This is an optimization exercise on Yosys and OpenROAD, whose aim is small area, a short achievable clock period and few clock cycles, not a production implementation. Function was checked by simulation only, so behaviour that the tests miss may differ from the original.

== job 3370 ==
==> flow/design.v <==
module vmstack_core (
    input  wire        clk,
    input  wire        rst,           
    input  wire        start,         
    input  wire [8:0]  img_len,       
    output wire        mem_req,
    output wire        mem_we,
    output wire [7:0]  mem_addr,
    output wire [31:0] mem_wdata,
    input  wire        mem_ack,
    input  wire [31:0] mem_rdata,
    output wire [1:0]  run,
    output wire [2:0]  fcause,
    output wire [8:0]  pc,
    output wire [8:0]  sp,
    output wire [31:0] result,
    output wire        result_valid,
    output reg         trace_valid,
    output wire [8:0]  trace_pc,
    output reg  [2:0]  trace_op,
    output wire [31:0] trace_tos,
    output wire        trace_tos_valid
);
    localparam [8:0] ORIGIN = 9'd100;
    localparam [1:0] RUNNING = 2'd0, HALTED = 2'd1, FAULTED = 2'd2, NORUN = 2'd3;
    localparam [2:0] F_ILLEGAL   = 3'd1, F_UNDERFLOW = 3'd2, F_OVERFLOW = 3'd3,
                     F_DIVZERO   = 3'd4, F_RESERVED  = 3'd5, F_PCRANGE  = 3'd6;
    localparam [2:0] OP_HALT = 3'd0, OP_ADD = 3'd1, OP_SUB = 3'd2, OP_MUL = 3'd3,
                     OP_DIV  = 3'd4, OP_PUSH = 3'd5;
    reg [1:0]  run_r;
    reg [2:0]  fc_r;
    reg [8:0]  fpc;         
    reg [8:0]  lim;
    reg        more;        
    reg [6:0]  sp_r;
    reg        sp_emp;      
    reg [29:0] ir;          
    reg        irv;
    reg        k_push, k_halt, k_add, k_sub, k_mul, k_div, k_ill, k_res;
    reg        k_as, k_md;  
    reg [31:0] T, N, A;
    reg        nv, nd;
    reg        s_ex, s_mul, s_div, s_dneg, s_dfix;
    reg [5:0]  cnt;
    reg        qneg;
    reg        stl;         
    reg        sf;          
    reg        fq;          
    wire running = (run_r == RUNNING);
    assign run          = run_r;
    assign fcause       = fc_r;
    assign pc           = fpc;
    assign sp           = {2'b00, sp_r};
    assign result       = T;
    assign result_valid = (run_r == HALTED) && !sp_emp;
    assign trace_tos    = T;
    assign trace_tos_valid = !sp_emp;
    assign trace_pc     = fpc - 9'd1 - {8'd0, irv};
    assign mem_req   = sf || fq;
    assign mem_we    = sf && k_push;
    assign mem_addr  = sf ? {1'b0, sp_r} : fpc[7:0];
    assign mem_wdata = N;
    wire [1:0] rtag = mem_rdata[31:30];
    wire       rlow = (mem_rdata[29:3] == 27'd0);
    wire [2:0] rop  = mem_rdata[2:0];
    wire       r_op = (rtag == 2'b01) && rlow;
    wire       r_opx = (rtag == 2'b01);
    wire       r_binx = r_opx && (rop != 3'd0) && (rop <= 3'd4);
    wire ex_go = running && s_ex && irv && !stl;
    wire e_as  = s_ex && k_as;
    wire e_md  = s_ex && k_md;
    wire xs_N  = e_as;
    wire xs_R  = s_div;
    wire ys_T  = e_as || s_dfix;
    wire ys_N  = e_md || s_dneg || s_div;
    wire inv   = (s_ex && (k_sub || (k_div && N[31]))) || s_dneg || s_dfix || (s_div && !A[31]);
    wire [31:0] pp0  = {32{T[0]}} & N;
    wire [31:0] pp1  = {32{T[1]}} & {N[30:0], 1'b0};
    wire [31:0] cs_s = A ^ pp0 ^ pp1;
    wire [31:0] cs_c = (A & pp0) | (A & pp1) | (pp0 & pp1);
    wire [31:0] P = ({32{s_mul}} & cs_s) | ({32{xs_N}} & N) | ({32{xs_R}} & {A[30:0], T[31]});
    wire [31:0] Q = ({32{s_mul}} & {cs_c[30:0], 1'b0}) |
                    ((({32{ys_T}} & T) | ({32{ys_N}} & N)) ^ {32{inv}});
    wire [31:0] S = P + Q + {31'd0, inv};
    wire [7:0] gT, gN;
    genvar g;
    generate for (g = 0; g < 8; g = g + 1) begin : grp
        assign gT[g] = |T[4*g+3:4*g];
        assign gN[g] = |N[4*g+3:4*g];
    end endgenerate
    wire mul_swap = (gN < gT);
    wire mul_last = (T[31:2] == 30'd0);
    wire div_q0   = (cnt == 6'd0) && (T < N);    
    wire div_skip = (cnt <= 6'd24) && (A[31:24] == 8'd0) && ({A[23:0], T[31:24]} < N);
    wire div_last = div_skip ? (cnt == 6'd24) : (cnt == 6'd31);
    wire t_zero   = (T == 32'd0);
    wire [8:0] fpc_inc = fpc + 9'd1;
    wire [8:0] fpc_dec = fpc - 9'd1;
    reg [1:0]  n_run;
    reg [2:0]  n_fc;
    reg [8:0]  n_fpc, n_lim;
    reg        n_more;
    reg [6:0]  n_sp;
    reg [29:0] n_ir;
    reg        n_irv;
    reg        n_push, n_halt, n_add, n_sub, n_mul, n_div, n_ill, n_res, n_as, n_md;
    reg [31:0] n_T, n_N, n_A;
    reg        n_nv, n_nd;
    reg        n_ex, n_smul, n_sdiv, n_sdneg, n_sdfix;
    reg [5:0]  n_cnt;
    reg        n_qneg;
    reg        n_tv;
    reg [2:0]  n_top;
    reg        n_stl, n_sf, n_fq;
    reg        n_ret;       
    always @(*) begin
        n_run = run_r;  n_fc = fc_r;  n_fpc = fpc;  n_lim = lim;  n_more = more;
        n_sp = sp_r;    n_ir = ir;    n_irv = irv;
        n_push = k_push; n_halt = k_halt; n_add = k_add; n_sub = k_sub; n_mul = k_mul;
        n_div = k_div;  n_ill = k_ill; n_res = k_res; n_as = k_as; n_md = k_md;
        n_T = T;  n_N = N;  n_A = A;  n_nv = nv;  n_nd = nd;
        n_ex = s_ex; n_smul = s_mul; n_sdiv = s_div; n_sdneg = s_dneg; n_sdfix = s_dfix;
        n_cnt = cnt; n_qneg = qneg;
        n_tv = 1'b0; n_top = trace_op;
        n_ret = 1'b0;
        if (!running) begin
            if (start) begin
                if (img_len > 9'd156) begin
                    n_run = NORUN;
                end else begin
                    n_run   = RUNNING;
                    n_fc    = 3'd0;
                    n_fpc   = ORIGIN;
                    n_lim   = ORIGIN + img_len;
                    n_more  = (img_len != 9'd0);
                    n_sp    = 7'd100;
                    n_irv   = 1'b0;
                    n_nv    = 1'b0;
                    n_nd    = 1'b0;
                    n_ex    = 1'b1;
                    n_smul  = 1'b0;
                    n_sdiv  = 1'b0;
                    n_sdneg = 1'b0;
                    n_sdfix = 1'b0;
                end
            end
        end else begin
            if (fq) begin
                n_ir   = mem_rdata[29:0];
                n_push = (rtag == 2'b00);
                n_res  = (rtag == 2'b10);
                n_ill  = rtag[0] && !(r_op && rop <= 3'd4);
                n_halt = r_opx && rop == 3'd0;
                n_add  = r_opx && rop == 3'd1;
                n_sub  = r_opx && rop == 3'd2;
                n_mul  = r_opx && rop == 3'd3;
                n_div  = r_opx && rop == 3'd4;
                n_as   = r_opx && (rop == 3'd1 || rop == 3'd2);
                n_md   = r_opx && (rop == 3'd3 || rop == 3'd4);
                n_irv  = mem_ack;
                if (mem_ack) begin
                    n_fpc  = fpc_inc;
                    n_more = (fpc_inc != lim);
                end
            end else if (ex_go) begin
                n_irv = 1'b0;
            end
            if (sf) begin
                if (k_push) begin
                    if (mem_ack) n_nd = 1'b0;
                end else begin
                    n_N  = mem_rdata;
                    n_nv = mem_ack;
                    n_nd = 1'b0;
                end
            end
            if (s_ex) begin
                if (!irv) begin
                    if (!more) begin
                        n_run = FAULTED;
                        n_fc  = F_PCRANGE;
                    end
                end else if (!stl) begin
                    if (k_ill) begin
                        n_run = FAULTED; n_fc = F_ILLEGAL; n_fpc = fpc_dec;
                    end else if (k_res) begin
                        n_run = FAULTED; n_fc = F_RESERVED; n_fpc = fpc_dec;
                    end else if (k_push) begin
                        if (sp_r == 7'd0) begin
                            n_run = FAULTED; n_fc = F_OVERFLOW; n_fpc = fpc_dec;
                        end else begin
                            n_T  = {2'b00, ir};
                            n_N  = T;
                            n_nv = !sp_emp;
                            n_nd = 1'b1;
                            n_sp = sp_r - 7'd1;
                            n_tv = 1'b1;
                            n_top = OP_PUSH;
                        end
                    end else if (k_halt) begin
                        n_run = HALTED;
                        n_fpc = fpc;
                        n_irv = 1'b0;
                        n_tv  = 1'b1;
                        n_top = OP_HALT;
                    end else begin  
                        if (sp_r > 7'd98) begin
                            n_run = FAULTED; n_fc = F_UNDERFLOW; n_fpc = fpc_dec;
                        end else if (k_div && t_zero) begin
                            n_run = FAULTED; n_fc = F_DIVZERO; n_fpc = fpc_dec;
                        end else begin
                            if (k_as) begin
                                n_T = S;
                                n_ret = 1'b1;
                                n_top = k_add ? OP_ADD : OP_SUB;
                            end else if (k_mul) begin
                                if (mul_swap) begin
                                    n_T = S;     
                                    n_N = T;
                                end
                                n_A    = 32'd0;
                                n_ex   = 1'b0;
                                n_smul = 1'b1;
                                n_top  = OP_MUL;
                            end else begin       
                                n_T      = S;    
                                n_N      = T;
                                n_qneg   = N[31] ^ T[31];
                                n_A      = 32'd0;
                                n_cnt    = 6'd0;
                                n_ex     = 1'b0;
                                n_sdneg  = T[31];
                                n_sdiv   = !T[31];
                                n_top    = OP_DIV;
                            end
                        end
                    end
                end
            end
            if (s_mul) begin
                n_A = S;
                n_N = {N[29:0], 2'b00};
                if (mul_last) begin
                    n_T    = S;
                    n_ret = 1'b1;
                    n_smul = 1'b0;
                    n_ex   = 1'b1;
                end else begin
                    n_T = {2'b00, T[31:2]};
                end
            end
            if (s_dneg) begin
                n_N     = S;
                n_sdneg = 1'b0;
                n_sdiv  = 1'b1;
            end
            if (s_div) begin
                if (div_q0) begin
                    n_T    = 32'd0;
                    n_ret = 1'b1;
                    n_sdiv = 1'b0;
                    n_ex   = 1'b1;
                end else begin
                    if (div_skip) begin
                        n_A   = {A[23:0], T[31:24]};
                        n_T   = {T[23:0], 8'd0};
                        n_cnt = cnt + 6'd8;
                    end else begin
                        n_A   = S;
                        n_T   = {T[30:0], !S[31]};
                        n_cnt = cnt + 6'd1;
                    end
                    if (div_last) begin
                        n_sdiv = 1'b0;
                        if (qneg) begin
                            n_sdfix = 1'b1;
                        end else begin
                            n_ret = 1'b1;
                            n_ex = 1'b1;
                        end
                    end
                end
            end
            if (s_dfix) begin
                n_T     = S;
                n_ret = 1'b1;
                n_sdfix = 1'b0;
                n_ex    = 1'b1;
            end
        end
        if (n_ret) begin
            n_nv = 1'b0;
            n_sp = sp_r + 7'd1;
            n_tv = 1'b1;
        end
        if (rst) begin
            n_run = NORUN;
            n_tv  = 1'b0;
        end
        n_stl = (n_push && n_nv && n_nd) || ((n_as || n_md) && !n_nv);
        if (rst) begin
            n_sf = 1'b0;
            n_fq = 1'b0;
        end else if (running) begin
            n_sf = (n_run == RUNNING) && n_ex && n_irv && n_stl;
            n_fq = (n_run == RUNNING) && n_more && (!n_irv || (n_ex && !n_stl));
        end else begin
            n_sf = 1'b0;
            n_fq = start && (img_len != 9'd0) && (img_len <= 9'd156);
        end
    end
    always @(posedge clk) begin
        run_r <= n_run;  fc_r <= n_fc;  fpc <= n_fpc;  lim <= n_lim;  more <= n_more;
        sp_r <= n_sp;    sp_emp <= (n_sp == 7'd100);
        ir <= n_ir;      irv <= n_irv;
        k_push <= n_push; k_halt <= n_halt; k_add <= n_add; k_sub <= n_sub;
        k_mul <= n_mul;  k_div <= n_div;  k_ill <= n_ill;  k_res <= n_res;
        k_as <= n_as;    k_md <= n_md;
        T <= n_T;  N <= n_N;  A <= n_A;  nv <= n_nv;  nd <= n_nd;
        s_ex <= n_ex;  s_mul <= n_smul;  s_div <= n_sdiv;  s_dneg <= n_sdneg;  s_dfix <= n_sdfix;
        cnt <= n_cnt;  qneg <= n_qneg;
        trace_valid <= n_tv;  trace_op <= n_top;
        stl <= n_stl;  sf <= n_sf;  fq <= n_fq;
    end
endmodule
export LEC_CHECK = 0
export CAP_MARGIN = 20
export CORE_MARGIN = 2
export CORE_UTILIZATION = 40
export SLEW_MARGIN = 20
create_clock -name core_clock -period 10.0 [get_ports {clk}]
standard.sh (not shown) runs the stock make flow with config.mk's settings and CLKGATE_MAP_FILE= SYNTH_SCRIPT=/design/flow/synth_recipe.tcl, a recipe that flattens the netlist after the stock synthesis.
==> flow/flow/run.sh <==
#!/bin/bash
set -euo pipefail
cd "$(dirname "$0")/.."
bash ./standard.sh "BUFFER_PORTS_ARGS=-buffer_cell sky130_fd_sc_hd__buf_1" \
    SETUP_SLACK_MARGIN=5.3 finish > run_flow.log 2>&1
Testbench counts of job 3370, summed over its fixed seeds: cycles 54,286.
Edits applied to the flow inputs when going from job 3370 to job 4708:
--- a/flow/design.v
+++ b/flow/design.v
@@ -125,10 +125,8 @@
         n_ret = 1'b0;
         if (!running) begin
             if (start) begin
-                if (img_len > 9'd156) begin
-                    n_run = NORUN;
-                end else begin
-                    n_run   = RUNNING;
+                n_run = (img_len > 9'd156) ? NORUN : RUNNING;
+                begin
                     n_fc    = 3'd0;
                     n_fpc   = ORIGIN;
                     n_lim   = ORIGIN + img_len;
Results
- On multi-input logic portion of the cell area, job 4708 tracks job 3370 almost exactly.
- From job 3370 to job 4708 the numbers moved as follows: final wirelength level, final instance count without filler cells saw a decrease, final worst clock skew +4.5 ps, worst reg2reg path depth fell 2.
- The cell with the largest stage delay on the worst path comes out sky130_fd_sc_hd__fa_1 in one run and sky130_fd_sc_hd__edfxtp_1 in the other, namely in job 4708 and job 3370 respectively.
Testbench counts of job 4708, summed over its fixed seeds: cycles 54,286.

==> afterwards: timing with drivers on the ports <==
Ports are ideal in the flow. The routed layouts listed here were re-timed in OpenROAD.
Step 1, drivers: a clkbuf_16 drives clk and a buf_2 each remaining input, both assumed.
Step 2 times the ports against the registers' clock, not the clock port: input delays grow and output delays shrink by t, the midpoint of the rising clock arrivals with the driver on.
Slacks: ideal ports / drivers / drivers and shift; pairs: ideal ports / drivers.
run | shift t [ns] | setup WS [ns] | worst data-port slew with drivers (ns)
job 3370 | 0.560 | 5.263 / 5.207 / 5.202 | 0.08
job 4708 | 0.536 | 5.361 / 5.361 / 5.361 | 0.05
After both steps setup and hold are still met in every run listed. For job 3370, which loses most, drivers alone change the setup slack by -0.056 ns; drivers and shift together by -0.061 ns.
